Background: an optimization exercise with open tools, aiming at small area. Do not read the settings as production practice. In this exercise RTL edits were held to simulation tests only and were not proved equivalent to the original. No activity file was given, so power comes from the tool's default toggle rates.

===== design.v =====
module servo_frame_core (
    input  wire       clk,
    input  wire       rst,
    input  wire       tick,
    input  wire       btn_n,
    input  wire       cmd_valid,
    input  wire       cmd_we,
    input  wire [3:0] cmd_addr,
    input  wire [7:0] cmd_wdata,
    output reg  [7:0] cmd_rdata,
    output reg        cmd_ok,
    output reg  [4:0] servo,
    output wire [2:0] phase,
    output wire       win_open,
    output wire [2:0] mode,
    output wire [2:0] tent,
    output wire       sel,
    output wire       cal,
    output wire [3:0] ev
);
    localparam integer FRAME_US      = 20000;
    localparam integer OVH_US        = 2500;
    localparam integer PULSE_MIN_US  = 540;
    localparam integer PULSE_STEP_US = 6;
    localparam integer POS_MAX       = 255;
    localparam integer HOLD_THRESH   = 20;
    localparam integer MODE_COUNT    = 3;
    localparam [2:0] PH_OVH    = 3'd0;
    localparam [2:0] PH_PULSE0 = 3'd1;
    localparam [2:0] PH_PULSE4 = 3'd5;
    localparam [2:0] PH_IDLE   = 3'd6;
    reg [4:0][7:0] pos;      
    reg [2:0]  ph_q;         
    reg [14:0] cnt_q;        
    reg [2:0]  mode_q;       
    reg [2:0]  tent_q;       
    reg [4:0]  hold_q;       
    reg        sel_q;        
    reg        cal_q;        
    reg        btn_q;        
    reg        rel_q;        
    reg [3:0]  ev_q;         
    function [14:0] on_time(input [7:0] p);
        on_time = PULSE_MIN_US + PULSE_STEP_US * (POS_MAX - p);
    endfunction
    assign win_open = (ph_q == PH_OVH) && !sel_q && !cal_q;
    assign phase    = ph_q;
    assign mode     = mode_q;
    assign tent     = tent_q;
    assign sel      = sel_q;
    assign cal      = cal_q;
    assign ev       = ev_q;
    always @(*) begin
        servo = 5'b00000;
        case (ph_q)
            3'd1: servo = 5'b00001;
            3'd2: servo = 5'b00010;
            3'd3: servo = 5'b00100;
            3'd4: servo = 5'b01000;
            3'd5: servo = 5'b10000;
            default: servo = 5'b00000;
        endcase
    end
    reg       wr_pos;       
    reg       cal_clear;    
    always @(*) begin
        cmd_rdata = 8'h00;
        cmd_ok    = 1'b0;
        wr_pos    = 1'b0;
        cal_clear = 1'b0;
        if (!rst && cmd_valid) begin
            if (!cmd_we) begin
                cmd_ok = 1'b1;
                case (cmd_addr)
                    4'h0: cmd_rdata = pos[0];
                    4'h1: cmd_rdata = pos[1];
                    4'h2: cmd_rdata = pos[2];
                    4'h3: cmd_rdata = pos[3];
                    4'h4: cmd_rdata = pos[4];
                    4'h5: cmd_rdata = {5'b0, mode_q};
                    4'h6: cmd_rdata = {5'b0, tent_q};
                    4'h7: cmd_rdata = {3'b0, win_open, rel_q, btn_q, cal_q, sel_q};
                    4'h8: cmd_rdata = {3'b0, hold_q};
                    4'h9: cmd_rdata = {4'b0, ev_q};
                    4'hA: cmd_rdata = {5'b0, ph_q};
                    default: cmd_ok = 1'b0;           
                endcase
            end else begin
                if (cmd_addr <= 4'h4) begin
                    cmd_ok = win_open;
                    wr_pos = win_open;
                end else if (cmd_addr == 4'hB) begin
                    cmd_ok    = 1'b1;
                    cal_clear = cmd_wdata[0];
                end
            end
        end
    end
    reg [4:0][7:0] pos1;
    reg       cal1;
    integer   k;
    always @(*) begin
        for (k = 0; k < 5; k = k + 1)
            pos1[k] = pos[k];
        if (wr_pos)
            pos1[cmd_addr[2:0]] = cmd_wdata;
        cal1 = cal_clear ? 1'b0 : cal_q;
    end
    reg [14:0] on_sum;
    reg [14:0] idle_time;
    always @(*) begin
        on_sum = on_time(pos1[0]) + on_time(pos1[1]) + on_time(pos1[2])
               + on_time(pos1[3]) + on_time(pos1[4]);
        if (on_sum >= FRAME_US - OVH_US)
            idle_time = 15'd0;
        else
            idle_time = FRAME_US - OVH_US - on_sum;
    end
    reg [4:0][7:0] pos_n;
    reg [2:0]  ph_n;
    reg [14:0] cnt_n;
    reg [2:0]  mode_n, tent_n;
    reg [4:0]  hold_n;
    reg        sel_n, cal_n, btn_n_q, rel_n;
    reg [3:0]  ev_n;
    reg        boundary;
    reg        pressed;
    reg [2:0]  tent_inc;
    always @(*) begin
        for (k = 0; k < 5; k = k + 1)
            pos_n[k] = pos1[k];
        ph_n     = ph_q;
        cnt_n    = cnt_q;
        mode_n   = mode_q;
        tent_n   = tent_q;
        hold_n   = hold_q;
        sel_n    = sel_q;
        cal_n    = cal1;
        btn_n_q  = btn_q;
        rel_n    = rel_q;
        ev_n     = ev_q;
        boundary = 1'b0;
        if (tick) begin
            if (cnt_q > 15'd1) begin
                cnt_n = cnt_q - 15'd1;
            end else begin
                case (ph_q)
                    PH_OVH: begin
                        ph_n  = PH_PULSE0;
                        cnt_n = on_time(pos1[0]);
                    end
                    3'd1, 3'd2, 3'd3, 3'd4: begin
                        ph_n  = ph_q + 3'd1;
                        cnt_n = on_time(pos1[ph_q]);    
                    end
                    PH_PULSE4: begin
                        if (idle_time != 15'd0) begin
                            ph_n  = PH_IDLE;
                            cnt_n = idle_time;
                        end else begin
                            boundary = 1'b1;
                        end
                    end
                    default: begin                       
                        boundary = 1'b1;
                    end
                endcase
            end
        end
        if (boundary) begin
            ph_n     = PH_OVH;
            cnt_n    = OVH_US;
            pressed  = !btn_n;
            tent_inc = (tent_q == MODE_COUNT - 1) ? 3'd0 : tent_q + 3'd1;
            ev_n     = 4'b0000;
            if (pressed) begin
                btn_n_q = 1'b1;
                if (!rel_q) begin
                end else if (hold_q != HOLD_THRESH - 1) begin
                    hold_n = hold_q + 5'd1;                  
                end else if (!sel_q) begin
                    sel_n  = 1'b1;
                    hold_n = 5'd0;
                    rel_n  = 1'b0;
                    ev_n   = 4'b0001;
                    for (k = 0; k < 5; k = k + 1)
                        pos_n[k] = (k == tent_q) ? 8'd255 : 8'd0;
                end else begin
                    sel_n  = 1'b0;
                    mode_n = tent_q;
                    cal_n  = (tent_q == 3'd0);
                    hold_n = 5'd0;
                    rel_n  = 1'b0;
                    ev_n   = 4'b0010;
                    for (k = 0; k < 5; k = k + 1)
                        pos_n[k] = 8'd0;
                end
            end else begin
                btn_n_q = 1'b0;
                rel_n   = 1'b1;
                hold_n  = 5'd0;
                if (sel_q) begin
                    if (hold_q != 5'd0) begin
                        tent_n = tent_inc;
                        ev_n   = 4'b0100;
                        for (k = 0; k < 5; k = k + 1)
                            pos_n[k] = (k == tent_inc) ? 8'd255 : 8'd0;
                    end
                end else begin
                    if (hold_q != 5'd0)
                        ev_n = 4'b1000;                       
                end
            end
        end else begin
            pressed  = 1'b0;
            tent_inc = 3'd0;
        end
    end
    always @(posedge clk) begin
        if (rst) begin
            for (k = 0; k < 5; k = k + 1)
                pos[k] <= 8'd0;
            ph_q   <= PH_OVH;
            cnt_q  <= OVH_US;
            mode_q <= 3'd0;
            tent_q <= 3'd0;
            hold_q <= 5'd0;
            sel_q  <= 1'b0;
            cal_q  <= 1'b0;
            btn_q  <= 1'b0;
            rel_q  <= 1'b1;
            ev_q   <= 4'b0000;
        end else begin
            for (k = 0; k < 5; k = k + 1)
                pos[k] <= pos_n[k];
            ph_q   <= ph_n;
            cnt_q  <= cnt_n;
            mode_q <= mode_n;
            tent_q <= tent_n;
            hold_q <= hold_n;
            sel_q  <= sel_n;
            cal_q  <= cal_n;
            btn_q  <= btn_n_q;
            rel_q  <= rel_n;
            ev_q   <= ev_n;
        end
    end
endmodule

===== run.sh =====
#!/bin/bash
# synth_recipe.tcl (not shown) runs the flow's synth.tcl, then flattens the netlist and writes it again
# the make line also repeats each setting of config.mk as NAME=value (left out here)
make -C /OpenROAD-flow-scripts/flow DESIGN_CONFIG=/design/flow/config.mk WORK_HOME=/design/flow/orfs CLKGATE_MAP_FILE= SYNTH_SCRIPT=/design/flow/synth_recipe.tcl finish

===== config.mk =====
export PLATFORM = sky130hd
export DESIGN_NAME = servo_frame_core
export DESIGN_NICKNAME = servo_frame_core
export VERILOG_FILES = /design/flow/design.v
export SDC_FILE = /design/flow/constraint.sdc
export NUM_CORES = 4
export LEC_CHECK = 0
export CAP_MARGIN = 20
export CORE_MARGIN = 2
export CORE_UTILIZATION = 40
export PLACE_DENSITY = 0.6
export SLEW_MARGIN = 20

===== constraint.sdc =====
create_clock -name core_clock -period 12.0 [get_ports {clk}]
set_input_delay 2.4000 -clock core_clock [delete_from_list [all_inputs] [get_ports {clk}]]
set_output_delay 2.4000 -clock core_clock [all_outputs]
set_load 0.01 [all_outputs]

==> impl_metrics.env <==
export IMPL_synth_fp_nets=1314
export IMPL_rows=55
export IMPL_drive_gt1_share_pct=5.338
export IMPL_cts_tree="done"
export IMPL_cts_resized=0
export IMPL_fin_crit_ns=10.47
export IMPL_avgRoutedWirePerCell_um=19.60
export IMPL_ant_nets=0
export IMPL_die_area_um2=23980
export IMPL_post_cts_setup_buffers=0
export IMPL_avgSynthCellArea_um2=7.760
export IMPL_drv_slew=0
export IMPL_die_x_um=154.9
export IMPL_synth_top_area_share_pct=16.93
export IMPL_start_util_pct=40.45
export IMPL_cts_hold_buf=0
export IMPL_netlist_instances=1173
export IMPL_synthArstFlopShare_pct=0
export IMPL_cts_root_buffer="clkbuf_16"
export IMPL_fmax_mhz=95.54
export IMPL_ir_drop_v=0.00006061
export IMPL_p_comb_share_pct=30.8
export IMPL_insertion_delay_ns=0.36
export IMPL_crit_fanout=27
export IMPL_grt_pass1_wl_mm=45.94
export IMPL_powerDensity_nw_per_um2=79.48
export IMPL_grt_max_degree=35
export IMPL_switching_share_pct=34.57
export IMPL_dr_total_vias=8693
export IMPL_antenna_cells=0
export IMPL_ys_warn_count=1
export IMPL_fin_nets=1335
export IMPL_grt_setup_unrepaired="no"
export IMPL_clk_pin_slew_worst_paths_ns=0.07
export IMPL_antenna_found_initial=0
export IMPL_synth_edf_count=0
export IMPL_routed_wl_mm=29.08
export IMPL_ys_ff_latch=77
export IMPL_netlist_area_um2=9102
export IMPL_finClkSkew_ns=0.01408
export IMPL_p_leak_nw=4.231
export IMPL_die_h_um=154.9
export IMPL_core_area_um2=22500
export IMPL_gp_congestion=0.9018
export IMPL_intPower_uw=527.8
export IMPL_ioPinCount=48
export IMPL_place_port_buffers=47
export IMPL_hpwl_mm=23.00
export IMPL_drv_cap=0
export IMPL_power_frac_clock_pct=36.8
export IMPL_drtIter0Drc=770
export IMPL_critPathArrivalTime_ns=10.76
export IMPL_vias_per_cell=5.858
export IMPL_final_cells=1484
export IMPL_yosysUniqueCellTypes=77
export IMPL_synth_area_leader_cell="dfxtp_1"
export IMPL_worstSetupPathType="input port to flip-flop"
export IMPL_placed_cells=1468
export IMPL_finalCritPeriodShare_pct=87.22
export IMPL_cp_required_ns=12.30
export IMPL_status="timing/DRC/antenna clean"
export IMPL_cts_buffer_depth=2
export IMPL_hold_path_class="flip-flop to flip-flop"
export IMPL_yosysSeqAreaShare_pct=16.93
export IMPL_grt_usage_pct=24.50
export IMPL_p_seq_share_pct=32.3
export IMPL_end_kind="flip-flop"
export IMPL_cts_sinks=77
export IMPL_slew_headroom_pct=27.06
export IMPL_p_switching_uw=278.9
export IMPL_hold_viol_final=0
export IMPL_area_growth_pct=11.52
export IMPL_htree_num_levels=3
export IMPL_worstSetupStartpointType="input port"
export IMPL_cts_inserted_buffers=9
export IMPL_first_pass_iters=5
export IMPL_worst_pin_slew_ns=1.080
export IMPL_synth_top_flop_cell="dfxtp_1"
export IMPL_drc=0
export IMPL_setup_violations=0
export IMPL_grt_remaining_overflow=0
export IMPL_fin_tns_setup_ns=0
export IMPL_grt_pass1_vias=8270
export IMPL_synthTopCellsByArea="dfxtp_1 17%, ha_1 12%, fa_1 7.7%"
## logic make-up after synthesis
group / count (synthesis) / share of synthesized area, %
compound gates: 342 / 23.82
xor+xnor: 66 / 6.515
fa+ha+maj: 123 / 19.79
buf+inv: 156 / 6.653
flops: 77 / 16.93
mux: 70 / 8.192
simple gates: 339 / 18.09
## cell usage after synthesis, types with 3 or more instances
cell type,number
o21ai_0,64
a211oi_1,9
o21a_1,7
and3_1,3
xnor2_1,41
o31a_1,3
ha_1,88
nor4b_1,3
a22o_1,5
nor3b_1,5
nor4_1,13
nand3b_1,4
o31ai_1,9
o22ai_1,10
nand2_1,68
nor3_1,28
mux2_2,10
buf_1,4
fa_1,35
a32oi_1,4
a21o_1,17
xor2_1,23
dfxtp_1,77
or2_2,4
and2_1,7
clkbuf_1,46
o21bai_1,10
a31oi_1,13
mux2i_1,56
o22a_1,4
nand3_1,14
a22oi_1,14
or4_1,5
o221ai_1,8
nor2_1,128
o211ai_1,8
nand2b_1,8
inv_1,99
nand4_1,11
a221oi_1,14
nor2b_1,25
a21oi_1,120
or3_1,3
## state kept, by name, indices dropped and copies added, names as in the netlist
register and count:
pos 40, cnt_q 15, hold_q 5, ev_q 4, mode_q 3, ph_q 3, tent_q 3, btn_q 1
cal_q 1, rel_q 1, sel_q 1
## routing by layer
metal | share of wire (%) | GRT usage (%) | wire, um | vias to the layer above
met2 | 47 | 39.92 | 13540 | 313
met4 | 2.5 | 8.113 | 717 | 0
met1 | 44 | 32.43 | 12710 | 4089
li1 | - | - | - | 4241
met3 | 7.3 | 5.209 | 2123 | 50
met5 | 0 | 0 | 0 | -
## through the flow
step                util (%)  power (mW)  hold WS, ns  setup slack [ns]  cell area (um2)
finish                 45.11      0.8068       0.5099             1.533            10150
global route           45.11      0.8557       0.5332             1.016            10150
CTS                    45.11      0.8086       0.5073             1.691            10150
global placement       43.73      0.5131       0.4807             1.407             9839
detailed placement     43.73      0.5144       0.4902             1.330             9839
floorplan                  -      0.4599       0.4403             3.016             9102
## layout make-up
class	instances	area [um2]
well taps	285	356.6
inverters	102	382.9
multi-input cells	940	6960
repair buffers	64	598.1
fillers	2283	12350
clock inverters	7	86.33
clock buffers	9	225.2
flip-flops and latches	77	1541
## worst paths after layout
check                                 start  depth (start not counted)   endpoint  slack [ns]
worst max-delay path            cmd_addr[3]                         24  cnt_q[14]        1.53
worst min-delay path                ev_q[1]                          2    ev_q[1]        0.51
worst max register to register      ph_q[1]                         24  cnt_q[14]        2.85
worst min register to register      ev_q[1]                          2    ev_q[1]        0.51
## power groups by stage
stage / clock [mW] / combinational (mW) / sequential [mW]
6_report: 0.297 / 0.249 / 0.261
3_5_place_dp: 0 / 0.248 / 0.267
5_1_grt: 0.312 / 0.283 / 0.261
3_3_place_gp: 0 / 0.246 / 0.267
2_1_floorplan: 0 / 0.194 / 0.266
4_1_cts: 0.299 / 0.249 / 0.261
## critical path: stages
cell and delay [ns]:
clkdlybuf4s50_1 0.40, buf_4 0.21, or4_1 0.61, nor3_4 0.61, mux2i_1 0.53, ha_1 0.33
ha_1 0.32, a211oi_1 0.10, o41ai_1 0.91, xnor2_1 0.22, xnor2_1 0.51, ha_1 0.35
fa_1 0.48, inv_1 0.05, fa_1 0.52, inv_1 0.05, ha_1 0.34, o311ai_0 0.62
nand2b_1 0.20, or3_1 0.38, a21oi_1 0.24, a41oi_1 0.15, a2bb2oi_1 0.15, nor2_1 0.08
## cell usage in the layout (no fill, tap or decap), types with 7 or more instances in the layout
cell type / instances
dfxtp_1: 77
nand3_1: 14
a211oi_1: 9
nand4_1: 11
clkdlybuf4s50_1: 47
a31oi_1: 13
o211ai_1: 8
nor2_1: 128
o21bai_1: 10
xnor2_1: 41
nor3_1: 28
buf_4: 17
mux2i_1: 56
fa_1: 35
nor4_1: 13
ha_1: 88
o31ai_1: 8
a21o_1: 17
o21ai_0: 64
mux2_2: 10
o22ai_1: 10
nor2b_1: 25
o221ai_1: 8
clkbuf_16: 9
a22oi_1: 14
a21oi_1: 120
o21a_1: 7
a221oi_1: 14
and2_1: 7
nand2_1: 68
nand2b_1: 8
xor2_1: 23
inv_1: 99

-- static timing again, ports no longer ideal --
The flow's constraints put no driver on any port. The routed layout listed below was extracted and timed again, unchanged, in two steps. Step 1: set_driving_cell puts a clkbuf_16 on clk and a buf_2 on each other input, an assumption about the parent block. Step 2 adds t to the input delays and takes it off the output delays; t is the mean of the earliest and latest rising clock arrival at the registers after step 1. Input paths then give back, and output paths get back, about the clock's delay inside the block. Three values: no drivers, after step 1, after step 2; two values: the first two.
t (ns): 0.402
setup WS [ns]: 1.533 / 1.557 / 1.155
hold WS [ns]: 0.510 / 0.510 / 0.510
worst register clock-pin slew, ns: 0.08 / 0.08
After both steps this run still meets setup and hold. For this run, drivers alone change the setup slack by +0.024 ns; drivers and shift together by -0.378 ns.
